This design comes from an exercise in tuning for small area, a short achievable clock period and few clock cycles on the open sky130 flow, not from production work.
Function was checked by simulation only, so behaviour that the tests miss may differ from the original.

Design kcpu_core, start of the top module:
module kcpu_core (
    input  wire        clk,
    input  wire        rst,           
    output reg         mem_req,
    output reg         mem_we,
    output reg  [31:0] mem_addr,
    output reg  [31:0] mem_wdata,
    output reg  [3:0]  mem_wstrb,
    input  wire        mem_gnt,
    input  wire        mem_rvalid,
    input  wire [31:0] mem_rdata,
    output reg         retire,
    output reg  [31:0] retire_pc,
    output reg         fault,
    output reg  [2:0]  fault_code,
    input  wire [3:0]  dbg_idx,
    output wire [31:0] dbg_rdata
);
clock: 14.0 ns
lec_check: 0
cap_margin: 20
core_margin: 2
core_utilization: 60
place_density: 0.75
slew_margin: 20
standard.sh (not shown) runs the stock make flow with config.mk's settings and CLKGATE_MAP_FILE= SYNTH_SCRIPT=/design/flow/synth_recipe.tcl, a recipe that flattens the netlist after the stock synthesis.
==> flow/flow/run.sh <==
#!/bin/bash
# The standard layout (the standard.sh: ORFS synthesis to final layout),
# with a larger setup margin for ORFS's timing repair so that it also works on
# paths that already meet the clock period.
set -euo pipefail
bash standard.sh SETUP_SLACK_MARGIN=7.5 finish > standard.log 2>&1
The baseline aborted during 5_1_grt on GRT-0116.
Testbench counts at the start, summed over its fixed seeds: cycles 34,165.
Edit:
--- a/flow/flow/run.sh
+++ b/flow/flow/run.sh
@@ -4,3 +4,3 @@
 # paths that already meet the clock period.
 set -euo pipefail
-bash standard.sh SETUP_SLACK_MARGIN=7.5 finish > standard.log 2>&1
+bash standard.sh SETUP_SLACK_MARGIN=7 finish > standard.log 2>&1
- CORE_UTILIZATION: 60 -> 50
- PLACE_DENSITY: 0.75 -> 0.65
The changed run stopped in 5_1_grt, error GRT-0116.
Synthesized area stays the same.
Synthesized cell count stays the same.

* * *

Setup of v46:
kcpu_core, a different RTL version from the one above (not shown whole).
Size in the first run: ~7200 cells after synthesis, about 180 I/O pins.
clock: 14.0 ns
lec_check: 0
cap_margin: 40
core_margin: 2
core_utilization: 34
place_density: 0.55
slew_margin: 40
tns_end_percent: 20
==> flow/flow/run.sh <==
#!/bin/bash
# The standard layout (the standard.sh: ORFS synthesis to final layout),
# with a larger setup margin for ORFS's timing repair so that it also works on
# paths that already meet the clock period, and without gate cloning in that
# repair. All tool output goes to standard.log and ORFS's own logs.
set -euo pipefail
bash standard.sh SETUP_SLACK_MARGIN=7 SKIP_GATE_CLONING=1 finish > standard.log 2>&1
The final layout from v46, which completed every stage, passed the timing, DRC and antenna checks at the end of the flow.
Testbench counts of v46, summed over its fixed seeds: cycles 34,893.
--- input diff v46..v55 ---
Settings: CTS_CLUSTER_SIZE newly set to 16; CTS_CLUSTER_DIAMETER newly set to 40; CTS_BUF_LIST newly set to sky130_fd_sc_hd__clkbuf_8.
### Flow results
Having completed the whole flow, v55 delivered a layout that passed the timing, DRC and antenna checks.
Number of search-and-repair iterations in the first detailed-routing pass, v46 and v55, higher one = v46.
v46 -> v55: total cell area at the placement stage delta 0, exact match
The final area on v55 is in line with that on v46.
Kind of critical path: reg2reg -> v55, in2out -> v46
Edits applied to the flow inputs when going from v55 to v12:
Settings: CTS_CLUSTER_SIZE removed (was 16); CTS_BUF_LIST removed (was sky130_fd_sc_hd__clkbuf_8); SETUP_SLACK_MARGIN newly set to 5; CTS_CLUSTER_DIAMETER removed (was 40); PLACE_DENSITY changed from 0.55 to 0.5; CORE_UTILIZATION changed from 34 to 30; TNS_END_PERCENT removed (was 20).
==> flow/run.sh (new file) <==
#!/bin/bash
# synth_recipe.tcl (not shown) runs the flow's synth.tcl, then flattens the netlist and writes it again
# the make line also repeats each setting of config.mk as NAME=value (left out here)
make -C /OpenROAD-flow-scripts/flow DESIGN_CONFIG=/design/flow/config.mk WORK_HOME=/design/flow/orfs CLKGATE_MAP_FILE= SYNTH_SCRIPT=/design/flow/synth_recipe.tcl finish
removed: flow/flow/run.sh
removed: flow/standard.sh
Findings:
- Going from v55 to v12, the fraction of area in clock buffers and inverters was found to have gone down by 0.22 points.
- Cmp v12 vs v55: number of gates resized after CTS lower in v12
- v12 gives less area added between synthesis and finish than v55 did.
- Compared with v55, in v12 number of global-route vias before repair dropped 2919, final instance area moved down, number of standard cells after synthesis roughly the same.
- Against v55 as the reference, v12 delivers a lower routed wire length.
- Against v55, v12 comes in 1.41 ns lower on final critical-path setup slack.

* * *

oak:
kcpu_core again, from the RTL that the note above started with.
clock: 14.0 ns
lec_check: 0
cap_margin: 40
core_margin: 2
core_utilization: 34
place_density: 0.55
slew_margin: 40
==> flow/flow/run.sh <==
#!/bin/bash
# The standard layout (the standard.sh: ORFS synthesis to final layout),
# with a larger setup margin for ORFS's timing repair so that it also works on
# paths that already meet the clock period, and without gate cloning in that
# repair. All tool output goes to standard.log and ORFS's own logs.
set -euo pipefail
bash standard.sh SETUP_SLACK_MARGIN=7 SKIP_GATE_CLONING=1 finish > standard.log 2>&1
Testbench counts of oak, summed over its fixed seeds: cycles 34,893.
Modified inputs, pine compared to oak
# oak
export LEC_CHECK = 0
export CAP_MARGIN = 40
export CORE_MARGIN = 2
export CORE_UTILIZATION = 34
export PLACE_DENSITY = 0.55
export SLEW_MARGIN = 40
create_clock -name core_clock -period 14.0 [get_ports {clk}]
# pine
export LEC_CHECK = 0
export CAP_MARGIN = 40
export CORE_MARGIN = 2
export CORE_UTILIZATION = 37
export PLACE_DENSITY = 0.6
export SLEW_MARGIN = 40
create_clock -name core_clock -period 14.0 [get_ports {clk}]
Findings:
No stage failed in pine, and the final checks on the layout all came back clean. Routed wire in pine totals more than in oak. Worst hold slack across all endpoints on pine is down relative to oak. Looking at cell count, pine sits about 1.2% below oak. Largest stage delay on the critical path down 0.43 ns in pine wrt oak.
## Diff of input files: birch against pine
# pine
export LEC_CHECK = 0
export CAP_MARGIN = 40
export CORE_MARGIN = 2
export CORE_UTILIZATION = 37
export PLACE_DENSITY = 0.6
export SLEW_MARGIN = 40
create_clock -name core_clock -period 14.0 [get_ports {clk}]
# birch
export LEC_CHECK = 0
export CAP_MARGIN = 40
export CORE_MARGIN = 2
export CORE_UTILIZATION = 34
export PLACE_DENSITY = 0.55
export SLEW_MARGIN = 40
create_clock -name core_clock -period 14.0 [get_ports {clk}]
-- flow/flow/run.sh --
<<< pine, line 7
bash standard.sh SETUP_SLACK_MARGIN=7 SKIP_GATE_CLONING=1 finish > standard.log 2>&1
>>> birch, line 7
bash standard.sh SETUP_SLACK_MARGIN=7.3 SKIP_GATE_CLONING=1 finish > standard.log 2>&1
## What came out
Final cell area excluding filler cells deteriorates in birch relative to pine. Taking pine as the reference, in birch post-CTS setup-driven buffer insertion count up about 60%; clock buffer count in the final layout up 17; synthesis-to-finish area growth up 4.2 points. Compared with pine, birch degrades fmax. Hold slack: pine vs birch, no meaningful difference.

* * *

kcpu_core, a different RTL version from the one above (not shown whole).
Size: ~7,200 cells after synthesis, roughly 660 flip-flops, ~180 I/O pins, about 0.058 mm2 of cells after synthesis.
export LEC_CHECK = 0
export CAP_MARGIN = 20
export CORE_MARGIN = 2
export CORE_UTILIZATION = 30
export PLACE_DENSITY = 0.5
export SLEW_MARGIN = 20
create_clock -name core_clock -period 14.0 [get_ports {clk}]
==> flow/flow/run.sh <==
#!/bin/bash
# The standard layout (the standard.sh: ORFS synthesis to final layout),
# with a larger setup margin for ORFS's timing repair so that it also works on
# paths that already meet the clock period.
set -euo pipefail
bash standard.sh SETUP_SLACK_MARGIN=7 finish > standard.log 2>&1
The starting point ran to the end with violations: capacitance limit, slew limit.
Testbench counts at the start, summed over its fixed seeds: cycles 34,035.
Change:
--- a/flow/config.mk
+++ b/flow/config.mk
@@ -7,6 +7,10 @@
 export LEC_CHECK = 0
-export CAP_MARGIN = 20
+export CAP_MARGIN = 10
 export CORE_MARGIN = 2
 export CORE_UTILIZATION = 30
+export CTS_BUF_LIST = sky130_fd_sc_hd__clkbuf_8
+export CTS_CLUSTER_DIAMETER = 60
+export CTS_CLUSTER_SIZE = 24
 export PLACE_DENSITY = 0.5
-export SLEW_MARGIN = 20
+export SLEW_MARGIN = 10
+export TNS_END_PERCENT = 20
After rerunning: The changed run passed the timing, DRC and antenna checks; synthesized area does not change; synthesized cell count stays the same; maximum frequency came out higher by 0.82%; setup slack gets better by 61 ps; via count came out higher by 0.36%; cell count came out higher by 0.51%; first-iteration DRC count came out lower by 4.4%; design area came out lower by 1.1%; routed wire length came out higher by 8.6%.

* * *

Another version of the RTL of kcpu_core (not shown whole).
Size: about 7,300 cells after synthesis, ~180 I/O pins, ~58,000 sq um of cells after synthesis.
clock: 14.0 ns
lec_check: 0
cap_margin: 10
core_margin: 2
core_utilization: 30
cts_buf_list: sky130_fd_sc_hd__clkbuf_8
cts_cluster_diameter: 50
cts_cluster_size: 20
place_density: 0.5
slew_margin: 10
tns_end_percent: 20
==> flow/flow/run.sh <==
#!/bin/bash
# The standard layout (the standard.sh: ORFS synthesis to final layout),
# with a larger setup margin for ORFS's timing repair so that it also works on
# paths that already meet the clock period.
set -euo pipefail
bash standard.sh SETUP_SLACK_MARGIN=6.7 finish > standard.log 2>&1
The baseline completed and failed the layout checks on max-capacitance violations, max-slew violations.
Testbench counts at the start, summed over its fixed seeds: cycles 34,035.
Next try:
==> flow/flow/run.sh (replaced) <==
#!/bin/bash
# The standard layout (the standard.sh: ORFS synthesis to final layout),
# with a larger setup margin for ORFS's timing repair so that it also works on
# paths that already meet the clock period, and without gate cloning in that
# repair. All tool output goes to standard.log and ORFS's own logs.
set -euo pipefail
bash standard.sh SETUP_SLACK_MARGIN=6.7 SKIP_GATE_CLONING=1 finish > standard.log 2>&1
After rerunning:
- The changed run ran to the end with violations: max-capacitance violations, max-slew violations
- final area stays flat
- maximum frequency hardly moves
- die area does not change
- via count barely changes
- cell count hardly moves
- synthesized area is unchanged
- routed wire length drops slightly
- core utilization stays flat

## port drivers added, routing unchanged
The flow's constraints put no driver on any port. The routed layouts listed below were extracted and timed again, unchanged, in two steps.
Step 1 sets driving cells, clkbuf_16 on the clock port and buf_2 on the other inputs (assumed; they add their load-dependent delay and slew).
Step 2 adds t to the input delays and takes it off the output delays; t is the mean of the earliest and latest rising clock arrival at the registers after step 1. Input paths then give back, and output paths get back, about the clock's delay inside the block.
a / b / c = ideal ports / drivers / drivers and shift; a / b = the first two.
| run | t, ns | setup WS [ns] | hold WS [ns] | worst slew at a driven data input, ns | pins driven straight from the clock port |
|---|---|---|---|---|---|
| v46 | 0.828 | 6.659 / 6.577 / 6.577 | 0.453 / 0.453 / 0.453 | 0.09 | 1 |
| v55 | 1.068 | 6.598 / 6.598 / 6.598 | 0.455 / 0.455 / 0.455 | 0.09 | 1 |
| v12 | 0.833 | 5.189 / 5.093 / 5.213 | 0.435 / 0.435 / 0.435 | 0.08 | 1 |
| oak | 0.838 | 6.761 / 6.688 / 6.688 | 0.463 / 0.463 / 0.463 | 0.08 | 1 |
| pine | 0.841 | 6.706 / 6.615 / 6.307 | 0.456 / 0.456 / 0.456 | 0.11 | 1 |
| birch | 0.837 | 6.654 / 6.609 / 6.609 | 0.459 / 0.459 / 0.459 | 0.09 | 1 |
| the first run of note 4 | 0.893 | 6.560 / 6.509 / 6.509 | 0.436 / 0.436 / 0.436 | 0.07 | 1 |
| the second run of note 4 | 1.042 | 6.621 / 6.528 / 6.610 | 0.440 / 0.440 / 0.440 | 0.10 | 1 |
| the first run of note 5 | 1.035 | 6.215 / 6.131 / 6.397 | 0.487 / 0.487 / 0.487 | 0.06 | 1 |
| the second run of note 5 | 1.031 | 6.228 / 6.188 / 6.228 | 0.485 / 0.485 / 0.485 | 0.06 | 1 |
The setup slack of pine, which loses most, moves by -0.091 ns with the drivers and by -0.399 ns with both steps.
